This design comes from an exercise in tuning for small area, a short achievable clock period and few clock cycles on the open sky130 flow, not from production work.
No functional check of the RTL was part of this run.
Power figures rest on the tool's default switching activity, not on a simulated workload.

[flow/config.mk]
export PLATFORM = sky130hd
export DESIGN_NAME = chunk_unit
export DESIGN_NICKNAME = chunk_unit
export VERILOG_FILES = /design/flow/design.v
export SDC_FILE = /design/flow/constraint.sdc
export NUM_CORES = 4
export LEC_CHECK = 0
export CAP_MARGIN = 20
export CORE_MARGIN = 2
export CORE_UTILIZATION = 40
export SLEW_MARGIN = 20
[flow/constraint.sdc]
create_clock -name core_clock -period 12.0 [get_ports {clk}]
set_input_delay 2.4000 -clock core_clock [delete_from_list [all_inputs] [get_ports {clk}]]
set_output_delay 2.4000 -clock core_clock [all_outputs]
set_load 0.01 [all_outputs]
[flow/design.v]
module chunk_div (
    input  wire        clk,
    input  wire        rst,
    input  wire        start,
    input  wire [63:0] dividend,
    input  wire [63:0] divisor,
    output reg         done,
    output wire [63:0] quotient,
    output wire [63:0] remainder
);
    reg [63:0] dq;       
    reg [63:0] rem;
    reg [63:0] dvs;
    reg [6:0]  count;
    reg        busy;
    wire [64:0] trial = {rem, dq[63]} - {1'b0, dvs};
    assign quotient  = dq;
    assign remainder = rem;
    always @(posedge clk) begin
        if (rst) begin
            busy  <= 1'b0;
            done  <= 1'b0;
            count <= 7'd0;
        end else begin
            done <= 1'b0;
            if (start) begin
                dq    <= dividend;
                rem   <= 64'd0;
                dvs   <= divisor;
                count <= 7'd64;
                busy  <= 1'b1;
            end else if (busy) begin
                if (!trial[64]) begin
                    rem <= trial[63:0];
                    dq  <= {dq[62:0], 1'b1};
                end else begin
                    rem <= {rem[62:0], dq[63]};
                    dq  <= {dq[62:0], 1'b0};
                end
                count <= count - 7'd1;
                if (count == 7'd1) begin
                    busy <= 1'b0;
                    done <= 1'b1;
                end
            end
        end
    end
endmodule
module chunk_unit (
    input  wire        clk,
    input  wire        rst,
    input  wire        start,
    input  wire [1:0]  op,
    input  wire [2:0]  mode,
    input  wire [15:0] w,
    input  wire [15:0] h,
    input  wire [15:0] s,
    input  wire [63:0] a,
    input  wire [31:0] b,
    output wire        ready,
    output reg         done,
    output reg         fault,
    output reg  [4:0]  cause,
    output reg  [63:0] r0,
    output reg  [31:0] r1
);
    localparam OP_CAP    = 2'd0;
    localparam OP_BPF    = 2'd1;
    localparam OP_MAXBLK = 2'd2;
    localparam OP_DERIVE = 2'd3;
    localparam C_UNRECOGNIZED = 5'd12;
    localparam C_UNSUPPORTED  = 5'd13;
    localparam C_INCOMPATIBLE = 5'd14;
    localparam S_IDLE     = 5'd0;
    localparam S_CHECK    = 5'd1;
    localparam S_CAP_W    = 5'd2;
    localparam S_CAP_H    = 5'd3;
    localparam S_CAP_M    = 5'd4;
    localparam S_BPF_M1   = 5'd5;
    localparam S_BPF_M2   = 5'd6;
    localparam S_BPF_D    = 5'd7;
    localparam S_GCD      = 5'd8;
    localparam S_GCD_D    = 5'd9;
    localparam S_LOOP     = 5'd10;
    localparam S_LOOP_W   = 5'd11;
    localparam S_LOOP_H   = 5'd12;
    localparam S_LOOP_M   = 5'd13;
    localparam S_DER_D    = 5'd14;
    localparam S_DIVWAIT  = 5'd15;
    reg [4:0]  state, after_div;
    reg [1:0]  op_q;
    reg [2:0]  mode_q;
    reg [15:0] w_q, h_q, s_q;
    reg [63:0] a_q;
    reg [31:0] b_q;
    reg [15:0] cand;         
    reg [15:0] ga, gb;       
    reg [15:0] qw;           
    reg [33:0] pix;          
    reg         div_start;
    reg  [63:0] div_n, div_d;
    wire        div_done;
    wire [63:0] div_q, div_r;
    chunk_div u_div (
        .clk(clk), .rst(rst), .start(div_start),
        .dividend(div_n), .divisor(div_d),
        .done(div_done), .quotient(div_q), .remainder(div_r)
    );
    reg  [15:0] mul_a, mul_b;
    wire [31:0] mul_p = mul_a * mul_b;
    wire [1:0]  bpb = (mode_q == 3'd2) ? 2'd3 : 2'd1;
    assign ready = (state == S_IDLE);
    task finish_ok(input [63:0] v0, input [31:0] v1);
        begin
            done  <= 1'b1;
            fault <= 1'b0;
            cause <= 5'd0;
            r0    <= v0;
            r1    <= v1;
            state <= S_IDLE;
        end
    endtask
    task finish_fault(input [4:0] c);
        begin
            done  <= 1'b1;
            fault <= 1'b1;
            cause <= c;
            r0    <= 64'd0;
            r1    <= 32'd0;
            state <= S_IDLE;
        end
    endtask
    task divide(input [63:0] n, input [63:0] d, input [4:0] next);
        begin
            div_n     <= n;
            div_d     <= d;
            div_start <= 1'b1;
            after_div <= next;
            state     <= S_DIVWAIT;
        end
    endtask
    always @(posedge clk) begin
        if (rst) begin
            state     <= S_IDLE;
            after_div <= S_IDLE;
            done      <= 1'b0;
            fault     <= 1'b0;
            cause     <= 5'd0;
            r0        <= 64'd0;
            r1        <= 32'd0;
            div_start <= 1'b0;
        end else begin
            done      <= 1'b0;
            div_start <= 1'b0;
            case (state)
            S_IDLE: begin
                if (start) begin
                    op_q   <= op;
                    mode_q <= mode;
                    w_q    <= w;
                    h_q    <= h;
                    s_q    <= s;
                    a_q    <= a;
                    b_q    <= b;
                    state  <= S_CHECK;
                end
            end
            S_CHECK: begin
                case (op_q)
                OP_CAP, OP_BPF: begin
                    if (mode_q > 3'd4)
                        finish_fault(C_UNRECOGNIZED);
                    else if (mode_q != 3'd0 && mode_q != 3'd2)
                        finish_fault(C_UNSUPPORTED);
                    else if (s_q == 16'd0 || w_q == 16'd0 || h_q == 16'd0)
                        finish_fault(C_INCOMPATIBLE);
                    else if (op_q == OP_CAP)
                        divide({48'd0, w_q}, {48'd0, s_q}, S_CAP_W);
                    else begin
                        mul_a <= w_q;
                        mul_b <= h_q;
                        state <= S_BPF_M1;
                    end
                end
                OP_MAXBLK: begin
                    if (w_q == 16'd0 || h_q == 16'd0)
                        finish_fault(C_INCOMPATIBLE);
                    else begin
                        ga    <= w_q;
                        gb    <= h_q;
                        state <= S_GCD;
                    end
                end
                default: begin  
                    if (b_q == 32'd0)
                        finish_fault(C_INCOMPATIBLE);
                    else
                        divide(a_q, {32'd0, b_q}, S_DER_D);
                end
                endcase
            end
            S_DIVWAIT: begin
                if (div_done)
                    state <= after_div;
            end
            S_CAP_W: begin
                if (div_r != 64'd0)
                    finish_fault(C_INCOMPATIBLE);
                else begin
                    qw <= div_q[15:0];
                    divide({48'd0, h_q}, {48'd0, s_q}, S_CAP_H);
                end
            end
            S_CAP_H: begin
                if (div_r != 64'd0)
                    finish_fault(C_INCOMPATIBLE);
                else begin
                    mul_a <= qw;
                    mul_b <= div_q[15:0];
                    state <= S_CAP_M;
                end
            end
            S_CAP_M: begin
                finish_ok({32'd0, mul_p} * bpb, 32'd0);
            end
            S_BPF_M1: begin
                pix   <= {2'd0, mul_p} * bpb;
                mul_a <= s_q;
                mul_b <= s_q;
                state <= S_BPF_M2;
            end
            S_BPF_M2: begin
                divide({30'd0, pix}, {32'd0, mul_p}, S_BPF_D);
            end
            S_BPF_D: begin
                if (div_r != 64'd0 || div_q[2:0] != 3'd0)
                    finish_fault(C_INCOMPATIBLE);
                else
                    finish_ok({3'd0, div_q[63:3]}, 32'd0);
            end
            S_GCD: begin
                if (gb == 16'd0) begin
                    cand  <= ga;
                    state <= S_LOOP;
                end else
                    divide({48'd0, ga}, {48'd0, gb}, S_GCD_D);
            end
            S_GCD_D: begin
                ga    <= gb;
                gb    <= div_r[15:0];
                state <= S_GCD;
            end
            S_LOOP: begin
                if (cand == 16'd0)
                    finish_fault(C_INCOMPATIBLE);
                else
                    divide({48'd0, w_q}, {48'd0, cand}, S_LOOP_W);
            end
            S_LOOP_W: begin
                if (div_r != 64'd0) begin
                    cand  <= cand - 16'd1;
                    state <= S_LOOP;
                end else begin
                    qw <= div_q[15:0];
                    divide({48'd0, h_q}, {48'd0, cand}, S_LOOP_H);
                end
            end
            S_LOOP_H: begin
                if (div_r != 64'd0) begin
                    cand  <= cand - 16'd1;
                    state <= S_LOOP;
                end else begin
                    mul_a <= qw;
                    mul_b <= div_q[15:0];
                    state <= S_LOOP_M;
                end
            end
            S_LOOP_M: begin
                if ({32'd0, mul_p} > a_q)
                    finish_ok({48'd0, cand}, 32'd0);
                else begin
                    cand  <= cand - 16'd1;
                    state <= S_LOOP;
                end
            end
            S_DER_D: begin
                if (div_r != 64'd0)
                    finish_ok(div_q + 64'd1, b_q - div_r[31:0]);
                else
                    finish_ok(div_q, 32'd0);
            end
            default: state <= S_IDLE;
            endcase
        end
    end
endmodule
[flow/run.sh]
#!/bin/bash
# synth_recipe.tcl (not shown) runs the flow's synth.tcl, then flattens the netlist and writes it again
# the make line also repeats each setting of config.mk as NAME=value (left out here)
make -C /OpenROAD-flow-scripts/flow DESIGN_CONFIG=/design/flow/config.mk WORK_HOME=/design/flow/orfs CLKGATE_MAP_FILE= SYNTH_SCRIPT=/design/flow/synth_recipe.tcl finish
==> flow_summary_export.csv <==
group,metric,value,unit
floorplanning,dieArea,0.109,mm^2
cts,cts_buffer_depth,3,
worst_setup_path,required,12.62,ns
power_and_ir_drop,p_per_area,264,mW/mm^2
synthesis,ys_seq_area_share,43.4,%
sta,setup_tns,0,ns
synthesis,syn_inst,4034,
hold_path,worstHoldStart,"div_d[26]$_DFFE_PP_",
worst_setup_path,timing.rr.end,"r1[31]$_SDFFE_PP0P_",
cts,cts.reportedPaths.clkPinSlew,0.06,ns
floorplanning,io_pins,256,
finish,area_growth,15.3,%
detailed_routing,drc,0,
floorplanning,die_w,330,um
place,post_dp_cell_area,0.0465,mm^2
cts,cts_max_level,3,
detailed_routing,drt_iter0_markers,3948,
place,portBuffers,254,
detailed_routing,met1_length,62200,um
global_route,antenna_found_initial,7,
synthesis,synthesis.area,0.0425,mm^2
worst_setup_path,cpMostUsedCell,"fa_1",
finish,multi_input_area,0.0220,mm^2
sta,max_freq,100,MHz
hold_path,min_to,"u_div.dvs[26]$_DFFE_PP_",
finish,drive_above_1_share,7.22,%
synthesis,synth.top_cell.area_share,37.8,%
cts,clkSinkCount,654,
worst_setup_path,crit_path_start_kind,"flop",
power_and_ir_drop,leakagePower,18.9,nW
finish,nNetsFinal,4805,
place,post-place-ws,2.11,ns
floorplanning,core_area,0.105,mm^2
sta,layout_min_cycle_time,9.98,ns
floorplanning,chipHeight,330,um
sta,grt_setup_unrepaired,"no",
sta,setup_viol,0,
worst_setup_path,cpPeakStageDelay,0.71,ns
place,dp_hpwl,107000,um
synthesis,async_flop_share,0,%
global_route,grt_overflow,0,
hold_path,hold_path_class,"reg2reg",
place,gp_congestion,0.973,
synthesis,syn_area_per_cell,10.5,um^2
power_and_ir_drop,peakVddDrop,303,uV
global_route,grt_use_total,26.2,%
finish,n_fill_cell,9889,
cts,cts_root_buf,"clkbuf_16",
global_route,grt_pass1_wl,211000,um
worst_setup_path,cp_max_fo,27,
synthesis,synth_common_cells,"535 x edfxtp_1, 382 x inv_1, 355 x nand2_1",
detailed_routing,vias_per_cell,5.79,
synthesis,yosysTopAreaCell,"edfxtp_1",
cts,post_cts_buffers,0,
detailed_routing,wl_met3,11500,um
power_and_ir_drop,power,12.9,mW
cts,numCtsBuffers,77,
sta,min_period_over_period,83.1,%
sta,hold_viol,0,
global_route,grt_pass1_vias,32049,
sta,worst_pin_slew,1.17,ns
sta,fin_ws,2.02,ns
synthesis,post-synth-top-count-cell,"edfxtp_1",
finish,fin_area,0.0490,mm^2
finish,regArea,0.0185,mm^2
global_route,grt_max_degree,78,
sta,holdWs,0.408,ns
worst_setup_path,r2r-start,"mul_a[3]$_DFFE_PP_",
cts,ctsHoldBuffers,0,
run_status,status,"complete, no violations",
detailed_routing,routedWlPerCell,25.3,um
floorplanning,num_rows,119,
sta,drv_slew,0,
synthesis,synth_edf_count,535,
cts,ctsResizeCount,0,
worst_setup_path,path_class,"reg2reg",
cts,cts_tree,"done",
worst_setup_path,worstPathArrival,10.59,ns
detailed_routing,top_layer,"met5",
synthesis,synthDistinctLibCells,89,
worst_setup_path,reg2reg_depth,34,
synthesis,postSynthNetCount,4618,
detailed_routing,wl_met2,63600,um
detailed_routing,drt_wl_total,144000,um
synthesis,yosysWarnings,2,
synthesis,ys.flop_type,"edfxtp_1",
floorplanning,initial_core_util,40.4,%
detailed_routing,drtPass1Iterations,9,
worst_setup_path,end_kind,"flop",
sta,fin_worst_skew,0.0562,ns
worst_setup_path,cp_slowest_cell,"o31ai_1",
synthesis,synth_area_leaders,"edfxtp_1 38%, fa_1 9.3%, ha_1 6.9%",
run,drv_cap,0,
cts,clkLatencyLatePin,0.68,ns
worst_setup_path,regToRegSetupSlack,2.02,ns
worst_setup_path,crit_start,"mul_a[3]$_DFFE_PP_",
hold_path,min_path_cells,0,
detailed_routing,vias,32859,
detailed_routing,drtAntennaViolNets,0,
synthesis,synth_seq_cells,654,
sta,relSlewSlack,21.2,%
[registers in the layout, summed over array words and instances (netlist names), 32 cells and up]
register and cells:
pix 34, u_div.rem 64, r0 64, div_d 32, b_q 32, r1 32, div_n 64, a_q 64
u_div.dvs 32, u_div.dq 64
[cell families (layout without fill, tap and decap cells)]
| kind of cell | Yosys count | count (layout) | synth area share [%] |
|---|---|---|---|
| and+or+nand+nor | 1223 | 1223 | 14.4 |
| AOI/OAI and AO/OA | 844 | 844 | 14.0 |
| DFF | 654 | 654 | 43.4 |
| buffers and inverters | 581 | 829 | 5.24 |
| adders and majority gates | 432 | 432 | 16.2 |
| xor gates and xnor gates | 192 | 192 | 3.96 |
| muxes | 107 | 107 | 2.79 |
| other | 1 | 2 | 0.00882 |
[worst max-delay path, delay by kind of cell (launching register included)]
family                   cells  cell delay, ns
XOR/XNOR                     1            0.28
buffers and inverters        6            0.57
AO/OA/AOI/OAI               12            2.73
flip-flops                   1            0.64
adder cells (fa/ha/maj)      8            3.86
AND/OR/NAND/NOR              7            1.82
[cells in the final DEF, fill, tap and decap left out, types with 20 or more instances in the layout]
| cell type | instances |
|---|---|
| a211oi_1 | 50 |
| a21o_1 | 75 |
| a21oi_1 | 214 |
| a221o_1 | 38 |
| a222oi_1 | 78 |
| a22o_1 | 43 |
| a22oi_1 | 34 |
| a31oi_1 | 45 |
| and2_1 | 200 |
| and3_1 | 29 |
| buf_4 | 52 |
| clkbuf_16 | 80 |
| clkdlybuf4s50_1 | 253 |
| dfxtp_1 | 118 |
| edfxtp_1 | 535 |
| fa_1 | 197 |
| ha_1 | 235 |
| inv_1 | 382 |
| mux2_2 | 90 |
| nand2_1 | 355 |
| nand2b_1 | 20 |
| nand3_1 | 56 |
| nand4_1 | 51 |
| nor2_1 | 249 |
| nor2b_1 | 50 |
| nor3_1 | 47 |
| nor4_1 | 49 |
| o21a_1 | 24 |
| o21ai_0 | 113 |
| or3_1 | 32 |
| xnor2_1 | 122 |
| xor2_1 | 70 |
[area by class of cell]
cell class | instances | share of cell area, %
multi-input combinational | 2799 | 44.8
timing repair buffer | 306 | 6.01
inverter | 383 | 2.93
tap | 1391 | 3.55
antenna | 1 | 0.00511
sequential | 654 | 37.7
clock buffer | 101 | 4.35
clock inverter | 39 | 0.646
[layer usage]
layer | vias to the layer above | global-route usage (%)
li1 | 14918 | -
met1 | 16207 | 36.8
met2 | 1447 | 40.1
met3 | 277 | 4.59
met4 | 10 | 10.5
met5 | - | 0
[power breakdown]
part	switching (mW)	internal [mW]	total, mW
Clock	1.01	1.30	2.31
Combinational	4.57	2.53	7.10
Sequential	0.423	3.08	3.50
Total	6.00	6.91	12.9
[per-stage QoR]
stage	util [%]	std cells
2_1_floorplan	-	4034
3_3_place_gp	44.2	5533
3_5_place_dp	44.2	5533
4_1_cts	46.5	5673
5_1_grt	46.5	5674
6_report	46.5	5674
[worst max-delay path by stage]
stage | end | slack, ns
after floorplan | u_div.dq[0]$_DFFE_PP_ | 3.24
after global placement | r1[31]$_SDFFE_PP0P_ | 2.09
after detailed placement | r1[31]$_SDFFE_PP0P_ | 2.11
after CTS | r1[31]$_SDFFE_PP0P_ | 2.08
after global routing | r1[31]$_SDFFE_PP0P_ | 1.26
final | r1[31]$_SDFFE_PP0P_ | 2.02

==> re-timing with driven ports <==
In the flow no input, the clock included, has a driving cell. The finished layout below was timed again as built, in two steps. Step 1, drivers: a clkbuf_16 drives clk and a buf_2 each remaining input, both assumed. Step 2 adds t to the input delays and takes it off the output delays; t is the mean of the earliest and latest rising clock arrival at the registers after step 1. Input paths then give back, and output paths get back, about the clock's delay inside the block. a / b / c = ideal ports / drivers / drivers and shift; a / b = the first two.
t, ns: 0.725
setup WS [ns]: 2.022 / 2.022 / 2.022
hold WS [ns]: 0.408 / 0.408 / 0.408
worst setup path at the end: register to register
After both steps this run still meets setup and hold. For this run, drivers alone change the setup slack by 0.000 ns; drivers and shift together by 0.000 ns.
